Source: an optimization exercise on an open RTL-to-GDS flow (aim: small area, a short achievable clock period and few clock cycles per item). Production flows keep margins and buffers that such runs may drop. Power is estimated from default activity; no workload was simulated.

Setup of 12-14:
// bms_encoder
module bms_encoder (
    input  wire        clk,
    input  wire        rst,
    input  wire [7:0]  a_local,
    input  wire        req_valid,
    output wire        req_ready,
    input  wire [2:0]  req_kind,
    input  wire [31:0] req_x0,
    input  wire [31:0] req_x1,
    input  wire [31:0] req_x2,
    input  wire [31:0] req_x3,
    input  wire [31:0] req_x4,
    input  wire [7:0]  req_u0,
    input  wire [7:0]  req_u1,
    input  wire [55:0] req_bitmap,
    output reg         out_valid,
    input  wire        out_ready,
    output reg         out_err,
    output wire [7:0]  out_err_idx,
    output wire [31:0] out_id,
    output wire [63:0] out_data
);
Size: ~82 flip-flops, roughly 350 I/O pins.
Settings: LEC_CHECK=0, CAP_MARGIN=20, CORE_MARGIN=2, CORE_UTILIZATION=40, SLEW_MARGIN=20; clock period 12.0 ns.
standard.sh (not shown) runs the stock make flow with config.mk's settings and CLKGATE_MAP_FILE= SYNTH_SCRIPT=/design/flow/synth_recipe.tcl, a recipe that flattens the netlist after the stock synthesis.
==> flow/flow/run.sh <==
#!/bin/bash
# Standard layout, with plain buf_2 cells as the port buffers and timing
# repair aimed at a setup slack of 6.2 ns.
set -euo pipefail
export BUFFER_PORTS_ARGS="-buffer_cell sky130_fd_sc_hd__buf_2"
export SETUP_SLACK_MARGIN=6.2
bash standard.sh > standard.log 2>&1
Changes in 03-06 relative to 12-14:
diff --git a/flow/design.v b/flow/design.v
--- a/flow/design.v
+++ b/flow/design.v
@@ -24,37 +24,34 @@
     output wire [15:0]   lo,
     output wire          go,
     output wire          ca,
     output wire          cb,
     output wire [W-33:0] hi
 );
     wire        neg = x[31];
     wire [41:0] xs  = {{10{neg}}, x};
     wire [41:0] t10 = xs << 10, t7 = xs << 7, t3 = xs << 3, t2 = xs << 2;
     wire [41:0] a  = {t10[41:32], h ? t7[31:0] : t10[31:0]};
     wire [41:0] c  = {t3[41:32],  h ? t2[31:0] : t3[31:0]};
-    wire [41:0] b5 = xs << 5;                  
-    wire [41:0] an = ~a, cn = ~c;
-    wire [41:0] sn = an ^ b5 ^ cn;
-    wire [40:0] kn = (an[40:0] & b5[40:0]) | (an[40:0] & cn[40:0]) | (b5[40:0] & cn[40:0]);
-    wire [41:0] kp = {kn, 1'b1};
-    wire [17:0] m   = {1'b0, sn[15:0], 1'b1}  + {1'b0, kp[15:0], 1'b1};
-    wire [17:0] mid = {1'b0, sn[31:16], 1'b1} + {1'b0, kp[31:16], 1'b1};
-    assign ca = !m[17] || (!neg && ((sn[15:0] ^ kp[15:0]) == 16'hffff));
+    wire [41:0] nb = ~(xs << 5);               
+    wire [41:0] s = a ^ nb ^ c;
+    wire [41:0] k = {(a[40:0] & nb[40:0]) | (a[40:0] & c[40:0]) | (nb[40:0] & c[40:0]), 1'b0};
+    wire [16:0] m = {1'b0, s[15:0]} + {1'b0, k[15:0]};
+    assign ca = m[16] || (!neg && ((s[15:0] ^ k[15:0]) == 16'hffff));
     assign cb = neg;
-    assign lo = ~mid[16:1];
-    assign go = !mid[17];
+    wire [16:0] mid = {1'b0, s[31:16]} + {1'b0, k[31:16]};
+    assign lo = mid[15:0];
+    assign go = mid[16];
     generate
         if (W > 32) begin : g_hi
-            wire [W-32:0] t = {sn[W-1:32], 1'b1} + {kp[W-1:32], 1'b1};
-            assign hi = ~t[W-32:1];
+            assign hi = s[W-1:32] + k[W-1:32];
         end
     endgenerate
 endmodule
 module bms_encoder (
     input  wire        clk,
     input  wire        rst,
     input  wire [7:0]  a_local,
     input  wire        req_valid,
     output wire        req_ready,
     input  wire [2:0]  req_kind,
     input  wire [31:0] req_x0,
@@ -95,26 +92,25 @@
     bms_scale #(.XLO(-2147549),  .XHI(2147483))  u_ok0k (.x(req_x0), .ok(ok0k));
     bms_scale #(.XLO(-2147549),  .XHI(2147483))  u_ok1k (.x(req_x1), .ok(ok1k));
     bms_scale #(.XLO(-2147549),  .XHI(2147483))  u_ok2k (.x(req_x2), .ok(ok2k));
     bms_scale #(.XLO(-21475491), .XHI(21474836)) u_ok0h (.x(req_x0), .ok(ok0h));
     bms_scale #(.XLO(-21475491), .XHI(21474836)) u_ok1h (.x(req_x1), .ok(ok1h));
     bms_scale #(.XLO(-21475491), .XHI(21474836)) u_ok2h (.x(req_x2), .ok(ok2h));
     bms_scale #(.XLO(-257),      .XHI(65793))    u_ok2s (.x(req_x2), .ok(ok2s));
     bms_scale #(.XLO(-257),      .XHI(65793))    u_ok3s (.x(req_x3), .ok(ok3s));
     bms_scale #(.XLO(-8454143),  .XHI(8388607))  u_ok4  (.x(req_x4), .ok(ok4));
     wire [8:0] first = {1'b0, req_u0};
     wire [8:0] count = {1'b0, req_u1};
-    wire [8:0] left = count - first;         
-    wire use0 = !left[8] && (left[7:0] != 8'd0);
-    wire use1 = !left[8] && (left[7:1] != 7'd0);
-    wire use2 = !left[8] && ((left[7:2] != 6'd0) || (left[1:0] == 2'd3));
+    wire use0 = first < count;
+    wire use1 = (first + 9'd1) < count;
+    wire use2 = (first + 9'd2) < count;
     wire f0 = use0 && !(h ? ok0h : ok0k);
     wire f1 = use1 && !(h ? ok1h : ok1k);
     wire f2 = use2 && !(h ? ok2h : ok2k);
     wire s_err = !ok0k || !ok1k || !ok2s || !ok3s || !ok4;
     wire [2:0] s_idx = !ok0k ? 3'd0 : !ok1k ? 3'd1 : !ok2s ? 3'd2 : !ok3s ? 3'd3 : 3'd4;
     wire       r_err = k_st ? s_err : k_ch ? (f0 || f1 || f2) : 1'b0;
     wire [2:0] r_idx = k_ch ? (f0 ? 3'd0 : f1 ? 3'd1 : 3'd2) : s_idx;
     reg [63:0] r_data;
     reg [7:0]  r_ci;
     always @(*) begin
         if (k_va) begin
Notes after the runs:
There was hardly any difference in area added between synthesis and finish between 03-06 and 12-14. Compared with 12-14, 03-06 shows synthesized instance count that has gone up by a few percent. Comparing 03-06 against 12-14, there is no change at all in number of flip-flops and latches in the synthesized netlist. NOTE area of the multi-input gates 12-14->03-06 increased slightly. 03-06 vs. 12-14: wire length of the first global-routing pass went up 3.5%, setup slack lower, clock share of power went up, data required time of the critical path decreased 2460 ps. Violation count after the first detailed-route iteration: 03-06 lower than 12-14. Area after synthesis, 03-06 vs 12-14: up by a few percent. Taking 12-14 as the reference, in 03-06 final area higher; pin slew with the least headroom to its limit went up 130 ps.
No run of this note included a check of the RTL's function; only the layout flow was run.

-- re-timing with driven ports --
The flow's constraints put no driver on any port. The routed layouts listed below were extracted and timed again, unchanged, in two steps.
Step 1, drivers: a clkbuf_16 drives clk and a buf_2 each remaining input, both assumed.
Step 2 adds t to the input delays and takes it off the output delays; t is the mean of the earliest and latest rising clock arrival at the registers after step 1. Input paths then give back, and output paths get back, about the clock's delay inside the block.
Slacks: ideal ports / drivers / drivers and shift; pairs: ideal ports / drivers.
run | t, ns | setup slack, ns | worst slew at a driven data input, ns
12-14 | 0.397 | 6.336 / 6.222 / 5.825 | 0.23
03-06 | 0.395 | 6.198 / 6.151 / 5.892 | 0.20
After both steps every run listed still meets setup and hold. The setup slack of 12-14, which loses most, moves by -0.114 ns with the drivers and by -0.511 ns with both steps.
